This is an optimization exercise on Yosys and OpenROAD, whose aim is small area, not a production implementation. In this exercise RTL edits were held to simulation tests only and were not proved equivalent to the original.

Setup of branch ember:
==> module xfr1_boot, before the edit <==
module xfr1_boot (
    input  wire        clk,
    input  wire        rst,          
    input  wire        line_in,      
    output wire        line_out,     
    output wire        boot_user,    
    output wire        fl_req,
    output wire [1:0]  fl_cmd,       
    output wire [15:0] fl_addr,
    output wire [15:0] fl_wdata,
    input  wire        fl_ack,
    input  wire [7:0]  fl_rdata,
    output wire        adc_req,
    input  wire        adc_ack,
    input  wire [7:0]  adc_data
);
    localparam [2:0] ST_BOOT = 3'd0, ST_USER = 3'd1, ST_RX = 3'd2, ST_EXEC = 3'd3,
                     ST_TX = 3'd4;
    reg  [2:0]    state;
    reg  [3:0]    sub;         
    reg  [5:0]    slot;        
    reg           rx_sync;     
    reg  [7:0]    sr;          
    reg  [1:0]    byte_no;     
    reg  [2:0]    op;
    reg  [7:0]    a0, a1;
    reg  [7:0]    req_hash;
    reg           xdone;       
    reg  [1:0]    phase;       
    reg  [1023:0] ring;
    reg  [5:0]    ptr;
    reg  [7:0]    acc;
    wire s_boot = state == ST_BOOT;
    wire s_rx   = state == ST_RX;
    wire s_exec = state == ST_EXEC;
    wire s_tx   = state == ST_TX;
    wire [7:0] w_lo = ring[7:0];
    wire [7:0] w_hi = ring[15:8];
    wire [5:0] t_last  = (byte_no == 2'd0) ? 6'd49 : 6'd4;    
    wire sub9    = sub == 4'd9;
    wire rx_to   = !rx_sync && !line_in && slot == t_last && sub9;
    wire rx_stop = rx_sync && slot == 6'd9 && sub == 4'd5;
    wire rx_done = s_rx && (rx_to || rx_stop);
    wire rx_ok   = rx_stop && !line_in;
    wire rx_sync_now = s_rx && !rx_sync && line_in;
    wire       reserved = sr[7:3] != 5'd0 || sr[2:1] == 2'b11;
    wire [1:0] last_no  = (op == 3'd0) ? 2'd2 : (op[2:1] == 2'b01) ? 2'd1 : 2'd3;
    wire       is_last  = byte_no != 2'd0 && byte_no == last_no;
    wire       range_bad = (op[2:1] == 2'b00 && a0[7]) ||
                           (op == 3'd4 && (a0[7] || a1[6:0] != 7'd0)) ||
                           (op == 3'd5 && (a0[7] || a0[6:4] == 3'b111));
    wire       more     = rx_ok && !is_last && !(byte_no == 2'd0 && reserved);
    wire       exec     = rx_done && rx_ok && is_last && sr == req_hash && !range_bad;
    wire       wr_exec  = exec && op == 3'd1;
    wire adc_on = s_exec && op == 3'd2 && !xdone;
    wire fl_on  = s_exec && op[2] && !xdone;
    wire adc_go = adc_on && adc_ack;
    wire fl_go  = fl_on && fl_ack;
    wire fill_go = fl_go && !op[0];
    wire fin_now = adc_go ||
                   (fill_go && phase[0] && ptr == 6'd63) ||
                   (fl_go && op[0] && phase == 2'd3);
    wire wait_ok  = sub[1] & sub[0];                          
    wire tx_start = s_exec && (xdone || fin_now) && wait_ok;
    wire tx_last  = s_tx && slot == 6'd9 && sub9;
    reg [7:0] tx_val;
    always @(*) begin
        case (op)
            3'd0:    tx_val = a0[0] ? w_hi : w_lo;
            3'd1:    tx_val = a1;
            3'd3:    tx_val = acc;
            default: tx_val = 8'h80;
        endcase
    end
    wire [5:0] target = (op[2:1] == 2'b00) ? a0[6:1] : 6'd0;
    wire park_move = byte_no == 2'd0 || ptr != target;
    reg  rot;
    always @(*) begin
        case (state)
            ST_RX:   rot = park_move || (wr_exec && a0[0]);
            ST_EXEC: rot = fl_go && (op[0] ? phase == 2'd1 : phase[0]);
            default: rot = 1'b1;
        endcase
    end
    wire [7:0] wdat   = s_exec ? fl_rdata : a1;
    wire       we_lo  = (fill_go && !phase[0]) || (wr_exec && !a0[0]);
    wire       we_hi  = (fill_go && phase[0]) || (wr_exec && a0[0]);
    wire [7:0] t_hi   = we_hi ? wdat : w_hi;
    wire [7:0] t_lo   = w_lo;
    always @(posedge clk) begin
        if (rot) begin
            ring <= {t_hi, t_lo, ring[1023:16]};
            ptr  <= ptr + 6'd1;
            acc  <= ((ptr == 6'd0) ? 8'd0 : {acc[5:0], acc[7:6]}) ^ {t_lo[6:0], t_lo[7]} ^ t_hi;
        end else if (we_lo) begin
            ring[7:0] <= wdat;
        end
    end
    assign line_out  = s_tx && (slot == 6'd0 || sr[7]);
    assign boot_user = state == ST_USER;
    assign fl_req    = fl_on;
    assign fl_cmd    = phase & {2{op[0]}};
    assign fl_addr   = {a0, a1[7], ptr, phase[0] & !op[0]};
    assign fl_wdata  = ring[15:0];
    assign adc_req   = adc_on;
    wire clr = (s_boot && line_in) || rx_done || tx_start || tx_last;
    always @(posedge clk) begin
        if (rst || clr) begin
            sub  <= 4'd0;
            slot <= 6'd0;
        end else if (rx_sync_now) begin
            sub  <= 4'd1;
            slot <= 6'd0;
        end else if (!(s_exec && wait_ok)) begin
            sub  <= sub9 ? 4'd0 : sub + 4'd1;
            slot <= slot + {5'd0, sub9};
        end
    end
    always @(posedge clk) begin
        if (clr)
            rx_sync <= 1'b0;
        else if (rx_sync_now)
            rx_sync <= 1'b1;
    end
    always @(posedge clk) begin
        if (adc_go || (tx_start && op == 3'd2 && adc_ack))
            sr <= adc_data;
        else if (tx_start && op != 3'd2)
            sr <= tx_val;
        else if ((s_rx && sub == 4'd5) || (s_tx && sub9 && slot != 6'd0))
            sr <= {sr[6:0], line_in & s_rx};
    end
    always @(posedge clk) begin
        if (rst) begin
            state   <= ST_BOOT;
            byte_no <= 2'd0;
        end else begin
            case (state)
                ST_BOOT: begin
                    if (line_in)
                        state <= ST_RX;
                    else if (slot == 6'd1 && sub9)
                        state <= ST_USER;
                end
                ST_RX: begin
                    if (rx_done) begin
                        if (more) begin
                            byte_no <= byte_no + 2'd1;
                        end else begin
                            byte_no <= 2'd0;
                            if (exec)
                                state <= ST_EXEC;
                        end
                    end
                end
                ST_EXEC: if (tx_start) state <= ST_TX;
                ST_TX:   if (tx_last) state <= ST_RX;
                default: ;
            endcase
        end
    end
    always @(posedge clk) begin
        if (rx_done && more) begin
            req_hash <= ((byte_no == 2'd0) ? 8'd0 : {req_hash[6:0], req_hash[7]}) ^ sr;
            case (byte_no)
                2'd0:    op <= sr[2:0];
                2'd1:    a0 <= sr;
                default: a1 <= sr;
            endcase
        end
    end
    always @(posedge clk) begin
        if (exec) begin
            xdone <= op == 3'd0 || op == 3'd1 || op == 3'd3;
            phase <= {1'b0, op == 3'd5};
        end else if (fin_now) begin
            xdone <= 1'b1;
        end else if (fl_go) begin
            if (!op[0])
                phase[0] <= !phase[0];
            else if (phase != 2'd1 || ptr == 6'd63)
                phase <= phase + 2'd1;
        end
    end
endmodule
clock: 10.0 ns
lec_check: 0
cap_margin: 0
core_margin: 2
core_utilization: 70
place_density: 0.8
slew_margin: 0
standard.sh (not shown) runs the stock make flow with config.mk's settings and CLKGATE_MAP_FILE= SYNTH_SCRIPT=/design/flow/synth_recipe.tcl, a recipe that flattens the netlist after the stock synthesis.
==> flow/flow/run.sh <==
#!/bin/bash
# The standard layout (standard.sh), with clock tree synthesis told not to add
# dummy loads and the port buffers made with the smallest buffer cell.
set -euo pipefail
bash standard.sh "CTS_ARGS=-sink_clustering_enable -repair_clock_nets -dont_use_dummy_load -sink_clustering_size 20 -sink_clustering_max_diameter 60 -buf_list sky130_fd_sc_hd__clkbuf_8" "BUFFER_PORTS_ARGS=-buffer_cell sky130_fd_sc_hd__buf_1" finish > flow_make.log 2>&1
Setup changes, branch ember to branch cedar
--- a/flow/design.v
+++ b/flow/design.v
@@ -12,29 +12,31 @@
     input  wire [7:0]  fl_rdata,
     output wire        adc_req,
     input  wire        adc_ack,
     input  wire [7:0]  adc_data
 );
-    localparam [2:0] ST_BOOT = 3'd0, ST_USER = 3'd1, ST_RX = 3'd2, ST_EXEC = 3'd3,
-                     ST_TX = 3'd4;
+    localparam [2:0] ST_BOOT = 3'd0, ST_USER = 3'd1, ST_RX = 3'd2, ST_TX = 3'd4,
+                     ST_EXEC = 3'd6,    
+                     ST_EXDN = 3'd7;    
     reg  [2:0]    state;
     reg  [3:0]    sub;         
     reg  [5:0]    slot;        
     reg           rx_sync;     
     reg  [7:0]    sr;          
     reg  [1:0]    byte_no;     
     reg  [2:0]    op;
     reg  [7:0]    a0, a1;
     reg  [7:0]    req_hash;
-    reg           xdone;       
     reg  [1:0]    phase;       
     reg  [1023:0] ring;
     reg  [5:0]    ptr;
     reg  [7:0]    acc;
     wire s_boot = state == ST_BOOT;
     wire s_rx   = state == ST_RX;
     wire s_exec = state == ST_EXEC;
+    wire s_exdn = state == ST_EXDN;
+    wire s_ex   = state[2] & state[1];
     wire s_tx   = state == ST_TX;
     wire [7:0] w_lo = ring[7:0];
     wire [7:0] w_hi = ring[15:8];
     wire [5:0] t_last  = (byte_no == 2'd0) ? 6'd49 : 6'd4;    
     wire sub9    = sub == 4'd9;
@@ -50,20 +52,20 @@
                            (op == 3'd4 && (a0[7] || a1[6:0] != 7'd0)) ||
                            (op == 3'd5 && (a0[7] || a0[6:4] == 3'b111));
     wire       more     = rx_ok && !is_last && !(byte_no == 2'd0 && reserved);
     wire       exec     = rx_done && rx_ok && is_last && sr == req_hash && !range_bad;
     wire       wr_exec  = exec && op == 3'd1;
-    wire adc_on = s_exec && op == 3'd2 && !xdone;
-    wire fl_on  = s_exec && op[2] && !xdone;
+    wire adc_on = s_exec && op == 3'd2;
+    wire fl_on  = s_exec && op[2];
     wire adc_go = adc_on && adc_ack;
     wire fl_go  = fl_on && fl_ack;
     wire fill_go = fl_go && !op[0];
     wire fin_now = adc_go ||
                    (fill_go && phase[0] && ptr == 6'd63) ||
                    (fl_go && op[0] && phase == 2'd3);
     wire wait_ok  = sub[1] & sub[0];                          
-    wire tx_start = s_exec && (xdone || fin_now) && wait_ok;
+    wire tx_start = (s_exdn || fin_now) && wait_ok;
     wire tx_last  = s_tx && slot == 6'd9 && sub9;
     reg [7:0] tx_val;
     always @(*) begin
         case (op)
             3'd0:    tx_val = a0[0] ? w_hi : w_lo;
@@ -77,10 +79,11 @@
     reg  rot;
     always @(*) begin
         case (state)
             ST_RX:   rot = park_move || (wr_exec && a0[0]);
             ST_EXEC: rot = fl_go && (op[0] ? phase == 2'd1 : phase[0]);
+            ST_EXDN: rot = 1'b0;
             default: rot = 1'b1;
         endcase
     end
     wire [7:0] wdat   = s_exec ? fl_rdata : a1;
     wire       we_lo  = (fill_go && !phase[0]) || (wr_exec && !a0[0]);
@@ -109,11 +112,11 @@
             sub  <= 4'd0;
             slot <= 6'd0;
         end else if (rx_sync_now) begin
             sub  <= 4'd1;
             slot <= 6'd0;
-        end else if (!(s_exec && wait_ok)) begin
+        end else if (!(s_ex && wait_ok)) begin
             sub  <= sub9 ? 4'd0 : sub + 4'd1;
             slot <= slot + {5'd0, sub9};
         end
     end
     always @(posedge clk) begin
@@ -147,15 +150,17 @@
                         if (more) begin
                             byte_no <= byte_no + 2'd1;
                         end else begin
                             byte_no <= 2'd0;
                             if (exec)
-                                state <= ST_EXEC;
+                                state <= (op == 3'd0 || op == 3'd1 || op == 3'd3) ? ST_EXDN : ST_EXEC;
                         end
                     end
                 end
                 ST_EXEC: if (tx_start) state <= ST_TX;
+                         else if (fin_now) state <= ST_EXDN;
+                ST_EXDN: if (tx_start) state <= ST_TX;
                 ST_TX:   if (tx_last) state <= ST_RX;
                 default: ;
             endcase
         end
     end
@@ -169,14 +174,11 @@
             endcase
         end
     end
     always @(posedge clk) begin
         if (exec) begin
-            xdone <= op == 3'd0 || op == 3'd1 || op == 3'd3;
             phase <= {1'b0, op == 3'd5};
-        end else if (fin_now) begin
-            xdone <= 1'b1;
         end else if (fl_go) begin
             if (!op[0])
                 phase[0] <= !phase[0];
             else if (phase != 2'd1 || ptr == 6'd63)
                 phase <= phase + 2'd1;
[summary]
Number of logic stages on the critical path including buffering ends up higher on branch cedar.
branch ember has a higher tightest hold margin than branch cedar.
Between branch cedar and branch ember, the number of sequential cells in the layout does not differ in any meaningful way.
branch ember → branch cedar: simple-gate area share of the yosys netlist went up by 0.20 points; slack of the critical path went down by 250 ps; total via count after detailed routing went up by 181; clock tree buffer count of the final layout went up by about 1.5%.
Any difference in area of the multi-input gates between branch ember and branch cedar is small enough to ignore.
| sequential fraction of total cell area | branch cedar vs branch ember | ≈ equal |
Diff branch ember and branch cedar: fraction of met3 tracks used by global routing lower in branch ember
The half-perimeter wire length after detailed placement in branch cedar was lower than what branch ember gave.
branch ember and branch cedar ended up with nearly the same final area.
branch ember and branch cedar ended up with roughly the same site row count.

-- separate check: timing with driven ports --
How much do the figures lean on ideal ports? The routed layouts below were timed once more, with nothing changed but the port constraints.
Step 1: set_driving_cell puts a clkbuf_16 on clk and a buf_2 on each other input, an assumption about the parent block.
Step 2 also shifts input and output timing later by t, the mid clock arrival at the registers, as if the neighbouring blocks saw the same clock.
a / b / c = ideal ports / drivers / drivers and shift; a / b = the first two.
run	shift t [ns]	slack for setup (ns)	worst setup path at the end	worst register clock-pin slew, ns	pins driven straight from the clock port
branch ember	0.695	5.018 / 5.049 / 4.354	input to register	0.12 / 0.12	1
branch cedar	0.680	4.771 / 4.768 / 4.088	input to register	0.11 / 0.11	1
After both steps setup and hold are still met in every run listed. The setup slack of branch cedar, which loses most, moves by -0.003 ns with the drivers and by -0.683 ns with both steps.
